This is an optimization exercise on Yosys and OpenROAD, whose aim is small area, a short achievable clock period and few clock cycles per item, not a production implementation.
Function was checked by simulation only, so behaviour that the tests miss may differ from the original.

===== flow/config.mk =====
export PLATFORM = sky130hd
export DESIGN_NAME = lbm_dsp
export DESIGN_NICKNAME = lbm_dsp
export VERILOG_FILES = /design/flow/design.v
export SDC_FILE = /design/flow/constraint.sdc
export NUM_CORES = 4
export LEC_CHECK = 0
export ABC_AREA = 1
export CAP_MARGIN = 20
export CORE_MARGIN = 2
export CORE_UTILIZATION = 55
export SLEW_MARGIN = 20

===== flow/constraint.sdc =====
create_clock -name core_clock -period 70.0 [get_ports {clk}]
set_input_delay 14.0000 -clock core_clock [delete_from_list [all_inputs] [get_ports {clk}]]
set_output_delay 14.0000 -clock core_clock [all_outputs]
set_load 0.01 [all_outputs]

===== flow/design.v =====
module lbm_trad_table (
    input  wire [7:0] raw,
    input  wire       mode,
    output reg  [6:0] target
);
    always @(*) begin
        if (raw > 8'd224)
            target = 7'd0;
        else if (mode) begin
            target = 7'd0;
            if (raw >= 8'd10) target = 7'd1;
            if (raw >= 8'd27) target = 7'd2;
            if (raw >= 8'd43) target = 7'd3;
            if (raw >= 8'd59) target = 7'd4;
            if (raw >= 8'd73) target = 7'd5;
            if (raw >= 8'd86) target = 7'd6;
            if (raw >= 8'd97) target = 7'd7;
            if (raw >= 8'd108) target = 7'd8;
            if (raw >= 8'd116) target = 7'd9;
            if (raw >= 8'd124) target = 7'd10;
            if (raw >= 8'd129) target = 7'd11;
            if (raw >= 8'd133) target = 7'd12;
        end
        else begin
            target = 7'd0;
            if (raw >= 8'd19) target = 7'd1;
            if (raw >= 8'd30) target = 7'd2;
            if (raw >= 8'd41) target = 7'd3;
            if (raw >= 8'd50) target = 7'd4;
            if (raw >= 8'd58) target = 7'd5;
            if (raw >= 8'd66) target = 7'd6;
            if (raw >= 8'd73) target = 7'd7;
            if (raw >= 8'd80) target = 7'd8;
            if (raw >= 8'd87) target = 7'd9;
            if (raw >= 8'd93) target = 7'd10;
            if (raw >= 8'd98) target = 7'd11;
            if (raw >= 8'd103) target = 7'd12;
            if (raw >= 8'd108) target = 7'd13;
            if (raw >= 8'd110) target = 7'd14;
            if (raw >= 8'd111) target = 7'd17;
            if (raw >= 8'd112) target = 7'd19;
            if (raw >= 8'd113) target = 7'd21;
            if (raw >= 8'd114) target = 7'd24;
            if (raw >= 8'd115) target = 7'd27;
            if (raw >= 8'd116) target = 7'd29;
            if (raw >= 8'd117) target = 7'd32;
            if (raw >= 8'd118) target = 7'd34;
            if (raw >= 8'd119) target = 7'd37;
            if (raw >= 8'd120) target = 7'd40;
            if (raw >= 8'd121) target = 7'd43;
            if (raw >= 8'd122) target = 7'd45;
            if (raw >= 8'd123) target = 7'd64;
        end
    end
endmodule
module lbm_log_table (
    input  wire [6:0] idx,
    output reg  [5:0] g
);
    always @(*) begin
        case (idx)
            7'd0: g = 6'd0;
            7'd1: g = 6'd0;
            7'd2: g = 6'd0;
            7'd3: g = 6'd0;
            7'd4: g = 6'd0;
            7'd5: g = 6'd0;
            7'd6: g = 6'd0;
            7'd7: g = 6'd0;
            7'd8: g = 6'd0;
            7'd9: g = 6'd0;
            7'd10: g = 6'd0;
            7'd11: g = 6'd0;
            7'd12: g = 6'd0;
            7'd13: g = 6'd0;
            7'd14: g = 6'd0;
            7'd15: g = 6'd0;
            7'd16: g = 6'd0;
            7'd17: g = 6'd0;
            7'd18: g = 6'd0;
            7'd19: g = 6'd0;
            7'd20: g = 6'd0;
            7'd21: g = 6'd0;
            7'd22: g = 6'd1;
            7'd23: g = 6'd1;
            7'd24: g = 6'd1;
            7'd25: g = 6'd1;
            7'd26: g = 6'd1;
            7'd27: g = 6'd1;
            7'd28: g = 6'd1;
            7'd29: g = 6'd1;
            7'd30: g = 6'd1;
            7'd31: g = 6'd1;
            7'd32: g = 6'd1;
            7'd33: g = 6'd1;
            7'd34: g = 6'd1;
            7'd35: g = 6'd1;
            7'd36: g = 6'd1;
            7'd37: g = 6'd1;
            7'd38: g = 6'd1;
            7'd39: g = 6'd1;
            7'd40: g = 6'd1;
            7'd41: g = 6'd1;
            7'd42: g = 6'd2;
            7'd43: g = 6'd2;
            7'd44: g = 6'd2;
            7'd45: g = 6'd2;
            7'd46: g = 6'd2;
            7'd47: g = 6'd2;
            7'd48: g = 6'd2;
            7'd49: g = 6'd2;
            7'd50: g = 6'd2;
            7'd51: g = 6'd2;
            7'd52: g = 6'd2;
            7'd53: g = 6'd2;
            7'd54: g = 6'd3;
            7'd55: g = 6'd3;
            7'd56: g = 6'd3;
            7'd57: g = 6'd3;
            7'd58: g = 6'd3;
            7'd59: g = 6'd3;
            7'd60: g = 6'd3;
            7'd61: g = 6'd3;
            7'd62: g = 6'd4;
            7'd63: g = 6'd4;
            7'd64: g = 6'd4;
            7'd65: g = 6'd4;
            7'd66: g = 6'd4;
            7'd67: g = 6'd5;
            7'd68: g = 6'd5;
            7'd69: g = 6'd5;
            7'd70: g = 6'd5;
            7'd71: g = 6'd5;
            7'd72: g = 6'd6;
            7'd73: g = 6'd6;
            7'd74: g = 6'd6;
            7'd75: g = 6'd6;
            7'd76: g = 6'd6;
            7'd77: g = 6'd7;
            7'd78: g = 6'd7;
            7'd79: g = 6'd7;
            7'd80: g = 6'd7;
            7'd81: g = 6'd8;
            7'd82: g = 6'd8;
            7'd83: g = 6'd8;
            7'd84: g = 6'd9;
            7'd85: g = 6'd9;
            7'd86: g = 6'd10;
            7'd87: g = 6'd10;
            7'd88: g = 6'd10;
            7'd89: g = 6'd11;
            7'd90: g = 6'd11;
            7'd91: g = 6'd11;
            7'd92: g = 6'd12;
            7'd93: g = 6'd12;
            7'd94: g = 6'd13;
            7'd95: g = 6'd13;
            7'd96: g = 6'd14;
            7'd97: g = 6'd14;
            7'd98: g = 6'd15;
            7'd99: g = 6'd15;
            7'd100: g = 6'd16;
            7'd101: g = 6'd17;
            7'd102: g = 6'd17;
            7'd103: g = 6'd18;
            7'd104: g = 6'd19;
            7'd105: g = 6'd19;
            7'd106: g = 6'd20;
            7'd107: g = 6'd21;
            7'd108: g = 6'd22;
            7'd109: g = 6'd22;
            7'd110: g = 6'd23;
            7'd111: g = 6'd24;
            7'd112: g = 6'd25;
            7'd113: g = 6'd26;
            7'd114: g = 6'd27;
            7'd115: g = 6'd28;
            7'd116: g = 6'd29;
            7'd117: g = 6'd30;
            7'd118: g = 6'd31;
            7'd119: g = 6'd33;
            7'd120: g = 6'd34;
            7'd121: g = 6'd35;
            7'd122: g = 6'd37;
            7'd123: g = 6'd39;
            7'd124: g = 6'd0;
            7'd125: g = 6'd0;
            7'd126: g = 6'd0;
            7'd127: g = 6'd0;
            default: g = 6'd0;
        endcase
    end
endmodule
module lbm_red_table (
    input  wire       on,
    input  wire [2:0] code,
    output reg  [7:0] r
);
    always @(*) begin
        if (!on)
            r = 8'd0;
        else
            case (code)
                3'd0: r = 8'd9;
                3'd1: r = 8'd20;
                3'd2: r = 8'd33;
                3'd3: r = 8'd46;
                3'd4: r = 8'd125;
                3'd5: r = 8'd165;
                3'd6: r = 8'd210;
                3'd7: r = 8'd255;
                default: r = 8'd0;
            endcase
    end
endmodule
module lbm_curve (
    input  wire [7:0] raw,
    input  wire       mode,
    output wire [6:0] target
);
    lbm_trad_table u_tab (.raw(raw), .mode(mode), .target(target));
endmodule
module lbm_pair (
    input  wire [159:0] audio,      
    output wire [79:0]  pkeys       
);
    function gt8(input [7:0] a, input [7:0] b);
        integer i;
        reg g, n;
        begin
            g = 1'b0; n = 1'b1;
            for (i = 7; i >= 0; i = i - 1) begin
                g = g | (n & a[i] & ~b[i]);
                n = n & (a[i] | ~b[i]);
            end
            gt8 = g;
        end
    endfunction
    genvar j;
    generate
        for (j = 0; j < 10; j = j + 1) begin : g_pair
            wire [7:0] s0 = audio[16*j +: 8];
            wire [7:0] s1 = audio[16*j+8 +: 8];
            wire [7:0] k0 = {s0[6:0] ^ {7{~s0[7]}}, ~s0[7]};
            wire [7:0] k1 = {s1[6:0] ^ {7{~s1[7]}}, ~s1[7]};
            assign pkeys[8*j +: 8] = gt8(k0, k1) ? k0 : k1;
        end
    endgenerate
endmodule
module lbm_peak (
    input  wire [79:0] keys,
    output wire [7:0]  pkey
);
    wire [9:0] alive [0:8];
    assign alive[8] = 10'h3FF;
    genvar j, b;
    generate
        for (b = 7; b >= 0; b = b - 1) begin : g_bit
            wire [9:0] hit;
            for (j = 0; j < 10; j = j + 1) begin : g_j
                assign hit[j] = alive[b+1][j] & keys[8*j+b];
            end
            assign pkey[b]  = |hit;
            assign alive[b] = pkey[b] ? hit : alive[b+1];
        end
    endgenerate
endmodule
module lbm_vu_color (
    input  wire [6:0] idx,
    output wire       r_on,
    output wire [2:0] r_code,
    output wire [5:0] g
);
    assign r_on   = &idx[6:3];
    assign r_code = idx[2:0];
    lbm_log_table u_tab (.idx(idx), .g(g));
endmodule
module lbm_dsp (
    input  wire         clk,
    input  wire         rst,
    input  wire         in_valid,
    output wire         in_ready,
    input  wire [1:0]   in_op,        
    input  wire         in_mode,      
    input  wire [7:0]   in_raw,       
    input  wire [159:0] in_audio,     
    output reg          out_valid,
    output reg  [6:0]   out_target,
    output wire [15:0]  out_vu,
    output wire [7:0]   out_r,
    output wire [7:0]   out_g,
    output wire [7:0]   out_b
);
    localparam OP_TARGET = 2'd0;
    localparam OP_VUSAMP = 2'd1;
    localparam OP_VUMAX  = 2'd2;
    assign in_ready = 1'b1;
    reg         c_valid;
    reg [1:0]   c_op;
    reg         c_mode;
    reg [7:0]   c_raw;
    reg [79:0]  c_pair;      
    wire [79:0] pair;
    lbm_pair u_pair (.audio(in_audio), .pkeys(pair));
    always @(posedge clk) begin
        c_valid <= in_valid & ~rst;
        c_op    <= in_op;
        c_mode  <= in_mode;
        c_raw   <= in_raw;
        c_pair  <= pair;
    end
    wire [6:0] target;
    lbm_curve u_curve (.raw(c_raw), .mode(c_mode), .target(target));
    wire [7:0] pkey;
    lbm_peak u_peak (.keys(c_pair), .pkey(pkey));
    wire       d_valid  = c_valid;
    wire       d_samp   = c_valid & (c_op == OP_VUSAMP);
    wire       d_vmax   = c_valid & (c_op == OP_VUMAX);
    wire [7:0] d_pkey   = pkey;
    wire [6:0] d_target = (c_op == OP_TARGET) ? target : 7'd0;
    reg [15:0] vu_state;
    reg [7:0]  win0, win1, win2;    
    reg        col_ron;         
    reg [2:0]  col_rcode;       
    reg [5:0]  col_g;
    wire [31:0] wkeys = {win2, win1, win0, d_pkey};
    wire [3:0]  walive [0:8];
    wire [7:0]  skey;
    assign walive[8] = 4'hF;
    genvar wb, wj;
    generate
        for (wb = 7; wb >= 0; wb = wb - 1) begin : g_wbit
            wire [3:0] hit;
            for (wj = 0; wj < 4; wj = wj + 1) begin : g_wj
                assign hit[wj] = walive[wb+1][wj] & wkeys[8*wj+wb];
            end
            assign skey[wb]   = |hit;
            assign walive[wb] = skey[wb] ? hit : walive[wb+1];
        end
    endgenerate
    wire [7:0] sig  = {1'b0, skey[7:1]} + {7'd0, skey[0]};    
    wire [15:0] decay  = vu_state + {4'hF, ~vu_state[15:4]} + {15'd0, ~|vu_state[3:0]};
    reg         hi_gt;
    integer     ai;
    always @(*) begin
        hi_gt = 1'b0;
        for (ai = 8; ai < 16; ai = ai + 1)
            hi_gt = (sig[ai-8] & ~vu_state[ai]) | (~(sig[ai-8] ^ vu_state[ai]) & hi_gt);
    end
    wire        attack = hi_gt | ((sig == vu_state[15:8]) & (vu_state[7:0] == 8'd0));
    wire        dzero  = (vu_state <= 16'd273);    
    wire [8:0] didx = {1'b0, decay[15:8]} + {8'd0, decay[7]};
    reg  [6:0] idx;
    always @(*) begin
        if (d_vmax)
            idx = 7'd127;
        else if (attack)
            idx = sig[7] ? 7'd127 : sig[6:0];
        else if (dzero)
            idx = 7'd0;
        else
            idx = (didx[8] | didx[7]) ? 7'd127 : didx[6:0];
    end
    wire       nron;
    wire [2:0] nrcode;
    wire [5:0] ng;
    lbm_vu_color u_color (.idx(idx), .r_on(nron), .r_code(nrcode), .g(ng));
    always @(posedge clk) begin
        if (rst) begin
            vu_state <= 16'd0;
            win0 <= 8'd0; win1 <= 8'd0; win2 <= 8'd0;
            col_ron   <= 1'b0;
            col_rcode <= 3'd0;
            col_g     <= 6'd0;
            out_valid <= 1'b0;
        end else begin
            out_valid <= d_valid;
            if (d_samp) begin
                vu_state <= attack ? {sig, 8'd0} : dzero ? 16'd0 : decay;
                win0 <= d_pkey; win1 <= win0; win2 <= win1;
            end else if (d_vmax) begin
                vu_state <= 16'hFFFF;
            end
            if (d_samp | d_vmax) begin
                col_ron   <= nron;
                col_rcode <= nrcode;
                col_g     <= ng;
            end
        end
        out_target <= d_target;
    end
    assign out_vu = vu_state;
    lbm_red_table u_red (.on(col_ron), .code(col_rcode), .r(out_r));
    assign out_g  = {2'd0, col_g};
    assign out_b  = 8'd0;
endmodule

===== flow/flow/run.sh =====
#!/bin/bash
# The standard layout (standard.sh), with three changes to how it is built:
#  - synthesis is the standard one (synth_recipe.tcl and ORFS's synth.tcl,
#    unchanged) except that ABC maps the logic with flow/abc_area.script, an
#    area-oriented &nf mapping, in place of ORFS's abc_area.script. ORFS's
#    scripts are copied to abc_scripts/ with that one file replaced, and
#    only the synth step is run with SCRIPTS_DIR pointing there. Flip-flops
#    are mapped by dfflibmap before ABC runs, so the registers are the
#    standard synthesis's;
#  - port buffers are sky130_fd_sc_hd__buf_1 (buffer_ports -buffer_cell)
#    instead of the cell buffer_ports picks by itself;
#  - clock tree synthesis adds no dummy loads and builds the tree of
#    sky130_fd_sc_hd__clkbuf_8 only.
# Every tool's output goes to the ORFS logs under orfs/logs; make's own
# output goes to synth.log and standard.log here.
set -euo pipefail
rm -rf abc_scripts
cp -r "$FLOW_HOME/scripts" abc_scripts
cp flow/abc_area.script abc_scripts/abc_area.script
export BUFFER_PORTS_ARGS="-buffer_cell sky130_fd_sc_hd__buf_1"
export CTS_ARGS="-sink_clustering_enable -repair_clock_nets -dont_use_dummy_load -buf_list sky130_fd_sc_hd__clkbuf_8"
SCRIPTS_DIR="$PWD/abc_scripts" bash standard.sh synth > synth.log 2>&1
bash standard.sh finish > standard.log 2>&1

===== flow/flow/abc_area.script =====
strash
&get -n
&dch -f
&nf -R 1000 -p
&put

===== flow/standard.sh =====
#!/bin/bash
# synth_recipe.tcl (not shown) runs the flow's synth.tcl, then flattens the netlist and writes it again
# the make line also repeats each setting of config.mk as NAME=value (left out here)
make -C /OpenROAD-flow-scripts/flow DESIGN_CONFIG=/design/flow/config.mk WORK_HOME=/design/flow/orfs CLKGATE_MAP_FILE= SYNTH_SCRIPT=/design/flow/synth_recipe.tcl "${@:-finish}"

==> out/qor.csv, run 1 <==
metric;value;unit
vias;10200;
cp.depth;10;
drt_pass1_iterations;5;
cts_buffers;17;
nFillCells;1723;
ctsHoldBuffers;0;
start_util;0.565;
drive_gt1_frac;0.0229;
post_cts_buffers;0;
maxSlewViolCount;0;
std_cell_rows;49;
synth-edff-count;0;
cts_tree;done;
cp-end-kind;flip-flop;
grt_pass1_wl;42800;um
clockRootBuffer;clkbuf_8;
grt_max_degree;55;
cts.repair.resized;0;
synth_area;10300;um2
grt_use_total;0.259;
grt_overflow;0;
finalHoldViolations;0;
setup_viol_count_final;0;
syn_to_final_growth;13.5;%
fin_area;11600;um2
crit_arrival;16.49;ns
slowest_delay;0.69;ns
rsz0062_at_grt;no;
n_antenna_cell;0;
crit_buf_inv;2;
r2r-start;c_pair[15];
ctsHtreeMaxLevel;4;
maxSlewHeadroom;0.380;
skew;0.0229;ns
worst_slew_pin_slew;0.928;ns
ios;223;
min_from;win1[6];
coreArea;18100;um2
drc_errors;0;
syn_inst;1330;
postPlaceCellArea;11400;um2
fin_crit_sh;0.230;
routed_wl;25500;um
final_core_util;0.642;
yosysWarnings;6;
crit_family;compound AO/OA/AOI/OAI gates;
grt_pass1_vias;9452;
portBuffers;211;
clk_path_buf_depth;2;
critPathKind;in -> reg;
initialDrtViolationCount;458;
path_clk_slew;0.08;ns
antenna_found_initial;0;
die_area;19800;um2
final_common_cell;buf_1;
cts_sinks;158;
die_w;141;um
fin_setup_tns;0;ns
wl_per_cell;14.2;um
r2r_cells;58;
via_per_inst;5.66;
clock_latency;0.46;ns
final_cells;1799;
fin_crit;16.10;ns
fmax;62.1;MHz
seq_area;3160;um2
outcome;finished clean;
fin_nets;1779;
async_flop_share;0;
avgSynthCellArea;7.72;um2
post-dp-hpwl;19800;um
multiInputGateArea;6890;um2
dp_cells;1782;
layout_common_cells;buf_1 (210), nand2_1 (159), dfxtp_1 (158), o21ai_0 (152), nor2_1 (137);
crit_path_max_fanout;12;
ys_types;56;
crit_start;in_audio[63];
whs_path_depth;2;
yosysSeqAreaShare;0.308;
cp_slowest_cell;a21oi_1;
yosys_register_bits;158;
die_h;141;um
synthFlopType;dfxtp_1;
required;70.39;ns
routabilityCongestion;0.878;
drtAntennaViolNets;0;
maxCapViolCount;0;
min_path_type;reg -> reg;
path_cells;buf_1 -> xor2_1 -> clkinv_1 -> o22a_1 -> a221oi_1 -> o21ai_0 -> o21ai_0 -> a221oi_1 -> a21oi_1 -> mux2i_1;
worstSetupStartpointType;input port;
logic make-up after synthesis:
family,synth area share
other,0.000732
DFF,0.308
and+or+nand+nor,0.181
adders and majority gates,0.0427
xor gates and xnor gates,0.139
AOI/OAI and AO/OA,0.287
buffers and inverters,0.0256
muxes,0.0156
synth_stat cells, types with 7 or more instances:
cell / number / area [um2]
o221a_1: 7 / 78.8
buf_4: 11 / 82.6
xor2_1: 85 / 744
ha_1: 31 / 388
nor3_1: 21 / 105
clkinv_1: 48 / 180
o211ai_1: 18 / 135
o22ai_1: 26 / 163
nand2_1: 159 / 597
o21a_1: 24 / 180
o21ai_0: 152 / 761
nand3_1: 15 / 75.1
a22oi_1: 15 / 113
and2_0: 14 / 87.6
a221oi_1: 20 / 175
a211oi_1: 34 / 255
nor2b_1: 27 / 169
nand2b_1: 8 / 50.1
mux2i_1: 16 / 160
nor4_1: 11 / 68.8
xnor2_1: 78 / 683
a21oi_1: 130 / 651
dfxtp_1: 158 / 3160
nor2_1: 138 / 518
per-stage QoR:
step | hold slack [ns] | worst slack, ns
6_report | 0.460 | 53.90
3_5_place_dp | 0.460 | 53.43
5_1_grt | 0.474 | 53.57
2_1_floorplan | 0.431 | 54.16
4_1_cts | 0.459 | 53.91
3_3_place_gp | 0.444 | 53.60
registers in the layout, summed over array words and instances, names as in the netlist, 2 cells and up, named ones only:
name / cells
vu_state: 16
out_target: 7
c_op: 2
c_raw: 8
win2: 8
win1: 8
col_g: 6
win0: 8
c_pair: 80
col_rcode: 3
worst paths after layout:
| kind | slack (ns) | end |
|---|---|---|
| setup / recovery | 53.90 | c_pair[26] |
| hold / removal | 0.46 | win2[6] |
| setup reg to reg | 56.42 | col_g[0] |
| hold reg to reg | 0.46 | win2[6] |
final cells by class:
cell class / instances / share of cell area
Tap cell: 229 / 0.0246
Multi-Input combinational cell: 1122 / 0.591
Inverter: 48 / 0.0155
Sequential cell: 158 / 0.272
Clock buffer: 17 / 0.0201
Timing Repair Buffer: 225 / 0.0771
routing by layer:
layer / up-vias / GRT usage / part of all wire
li1: 5266 / - / -
met1: 4568 / 0.331 / 0.45
met2: 321 / 0.449 / 0.48
met3: 35 / 0.0336 / 0.051
met4: 0 / 0.0953 / 0.020
met5: - / 0 / 0
worst reg2reg max path, delay by kind of cell, from the launching register on:
| family | cells | cell delay, ns |
|---|---|---|
| compound gates | 30 | 6.57 |
| xor+xnor | 1 | 0.42 |
| buf+inv | 5 | 1.19 |
| simple gates | 19 | 4.19 |
| flops | 1 | 0.33 |
| fa+ha+maj | 3 | 0.80 |
Testbench counts, summed over its fixed seeds: cycles 16,016, items 16,000.
==> run 2: changes to the inputs <==
==> flow/flow/run.sh (replaced) <==
#!/bin/bash
# The standard layout, with two changes to how it is built:
#  - port buffers are sky130_fd_sc_hd__buf_1 (buffer_ports -buffer_cell)
#    instead of the cell buffer_ports picks by itself;
#  - clock tree synthesis adds no dummy loads and builds the tree of
#    sky130_fd_sc_hd__clkbuf_8 only.
# Every tool's output goes to the ORFS logs under orfs/logs; make's own
# output goes to standard.log here.
set -euo pipefail
export BUFFER_PORTS_ARGS="-buffer_cell sky130_fd_sc_hd__buf_1"
export CTS_ARGS="-sink_clustering_enable -repair_clock_nets -dont_use_dummy_load -buf_list sky130_fd_sc_hd__clkbuf_8"
bash standard.sh finish > standard.log 2>&1
removed: flow/flow/abc_area.script
==> run 2 against run 1 <==
Against the previous run: critical path depth fell by 1; count of clock-buffer cells in the layout did not move; synthesized cell count rose by 35%; wire length rose by 13%; hold slack improved by 0.017 ns; sequential share of layout area fell by 2.5 points.
==> out/qor.csv, run 2 <==
metric;value;unit
fin_setup_tns;0;ns
cts_buffers;17;
synth_area_leaders;dfxtp_1 (27%), nand2_1 (14%), xor2_1 (10%);
drtAntennaViolNets;0;
antenna_found_initial;0;
grt_use_total;0.258;
synth-simple-area-share;0.280;
finalHoldViolations;0;
post_cts_buffers;0;
drive_gt1_frac;0.0382;
ctsHoldBuffers;0;
wl_per_cell;12.9;um
muxShareOfSynthArea;0;
synth-edff-count;0;
largest_reg_flops;80;
die_area;22600;um2
syn_inst;1796;
grt_pass1_wl;48000;um
hold_slack;0.477;ns
maxCapViolCount;0;
cts_tree;done;
synth_most_common_cell;nand2_1;
fin_crit_sh;0.228;
grt_pass1_vias;10800;
fmax;62.5;MHz
yosysWarnings;6;
layout_common_cells;nand2_1 (443), inv_1 (227), buf_1 (211), o21ai_0 (203), dfxtp_1 (158);
rsz0062_at_grt;no;
setup_slack;54.01;ns
via_per_inst;5.23;
avgSynthCellArea;6.55;um2
n_antenna_cell;0;
crit_arrival;16.28;ns
syn_to_final_growth;8.96;%
final_common_cell;nand2_1;
worstSetupStartpointType;input port;
ys_types;55;
worst_slew_pin_slew;0.915;ns
start_util;0.559;
fin_crit;15.99;ns
synth_top_family_by_area;simple AND/OR/NAND/NOR gates;
clk_path_buf_depth;2;
reg2reg_slack;58.58;ns
top_register;c_pair;
post-dp-hpwl;22700;um
r2r_cells;64;
required;70.29;ns
min_path_type;reg -> reg;
clock_latency;0.46;ns
yosysTopAreaCell;dfxtp_1;
grt_max_degree;42;
r2r-start;c_pair[15];
vias;11700;
synth_area;11800;um2
initialDrtViolationCount;507;
cp-end-kind;flip-flop;
async_flop_share;0;
top_regs;c_pair: 80 flops, vu_state: 16 flops;
ctsHtreeMaxLevel;4;
synthFlopType;dfxtp_1;
routed_wl;28900;um
yosysTopAreaCellShare;0.269;
cts_sinks;158;
yosys_register_bits;158;
min_from;col_g[3];
setup_viol_count_final;0;
synth-compound-area-share;0.188;
maxSlewHeadroom;0.390;
clockRootBuffer;clkbuf_8;
final_cells;2240;
nFillCells;2121;
outcome;finished clean;
routabilityCongestion;0.898;
skew;0.0257;ns
yosys.area_share.adder;0.0364;
synth.top_cells.by_count;nand2_1 (443), inv_1 (227), o21ai_0 (203);
dp_cells;2223;
wl_met2;14200;um
crit_path_max_fanout;14;
dp_slack;53.66;ns
cts.repair.resized;0;
coreArea;21000;um2
grt_overflow;0;
yosysSeqAreaShare;0.269;
maxSlewViolCount;0;
std_cell_rows;53;
whs_path_depth;2;
drt_pass1_iterations;7;
die_h;150;um
wl_met1;12800;um
portBuffers;211;
highest_layer;met4;
drc_errors;0;
met3_length;1310;um
critPathKind;in -> reg;
ios;223;
synthXorXnorAreaFrac;0.119;
path_clk_slew;0.07;ns
die_w;150;um
holdPathEnd;col_g[3];
fin_nets;2174;
==> run 2: cell types whose count changed after synthesis, sizes merged, moves of 27 or more <==
cell | before | now
a211oi | 34 | 6
inv | 0 | 235
clkinv | 48 | 1
a21oi | 130 | 80
clkbuf | 0 | 46
nand2 | 159 | 452
xor2 | 85 | 136
nor2b | 27 | 0
nand4 | 6 | 47
xnor2 | 78 | 24
o21ai | 152 | 218
nand3 | 15 | 95
==> run 2: per-stage QoR <==
step | util | area, um2
final | 0.609 | 12800
after detailed placement | 0.598 | 12600
after CTS | 0.609 | 12800
after floorplan | - | 11800
after global placement | 0.598 | 12600
after global routing | 0.609 | 12800
==> run 2: routing by layer <==
| metal | global-route usage | vias to the layer above |
|---|---|---|
| met2 | 0.465 | 294 |
| met4 | 0.0788 | 0 |
| met5 | 0 | - |
| met1 | 0.316 | 5223 |
| met3 | 0.0388 | 48 |
| li1 | - | 6161 |
==> run 2: final cells by class <==
cell class	count	area, um2	area share
Sequential cell	158	3160	0.247
Timing Repair Buffer	214	815	0.0636
Tap cell	275	344	0.0269
Inverter	236	886	0.0691
Multi-Input combinational cell	1340	7370	0.575
Clock buffer	17	234	0.0183
==> run 2: logic make-up after synthesis <==
group / after synthesis
and+or+nand+nor: 749
AOI/OAI and AO/OA: 387
buffers and inverters: 307
xor gates and xnor gates: 160
DFF: 158
adders and majority gates: 33
other: 2
==> run 2: critical path, cell delays in order <==
cell and delay [ns]:
buf_1 0.40, xor2_1 0.29, nor2_1 0.12, a211oi_1 0.25
o21ai_0 0.13, o2111ai_1 0.09, a221oi_1 0.11, o22ai_1 0.68
o21ai_0 0.20
==> run 2: worst max path at each step <==
stage | start | endpoint | depth (start not counted)
6_report | in_audio[159] | c_pair[76] | 9
2_1_floorplan | in_audio[135] | c_pair[70] | 12
3_3_place_gp | in_audio[135] | c_pair[69] | 11
4_1_cts | in_audio[159] | c_pair[76] | 9
5_1_grt | in_audio[159] | c_pair[76] | 9
3_5_place_dp | in_audio[135] | c_pair[67] | 11

-- port drivers added, routing unchanged --
Ports are ideal in the flow. The routed layouts listed here were re-timed in OpenROAD. Step 1 (the two cells are an assumption about what drives the block):
set clk [get_ports {clk}]
set_driving_cell -lib_cell sky130_fd_sc_hd__clkbuf_16 $clk
set_driving_cell -lib_cell sky130_fd_sc_hd__buf_2 [delete_from_list [all_inputs] $clk]
Step 2 adds t to the input delays and takes it off the output delays; t is the mean of the earliest and latest rising clock arrival at the registers after step 1. Input paths then give back, and output paths get back, about the clock's delay inside the block. a / b / c = ideal ports / drivers / drivers and shift; a / b = the first two.
run | shift t [ns] | setup slack, ns | clock arrival spread, ns | slew at the worst register clock pin (ns)
run 1 | 0.490 | 53.899 / 53.918 / 53.427 | 0.024 / 0.023 | 0.09 / 0.09
run 2 | 0.488 | 54.009 / 54.018 / 53.530 | 0.026 / 0.026 | 0.09 / 0.09
After both steps setup and hold are still met in every run listed. For run 2, which loses most, drivers alone change the setup slack by +0.009 ns; drivers and shift together by -0.479 ns.
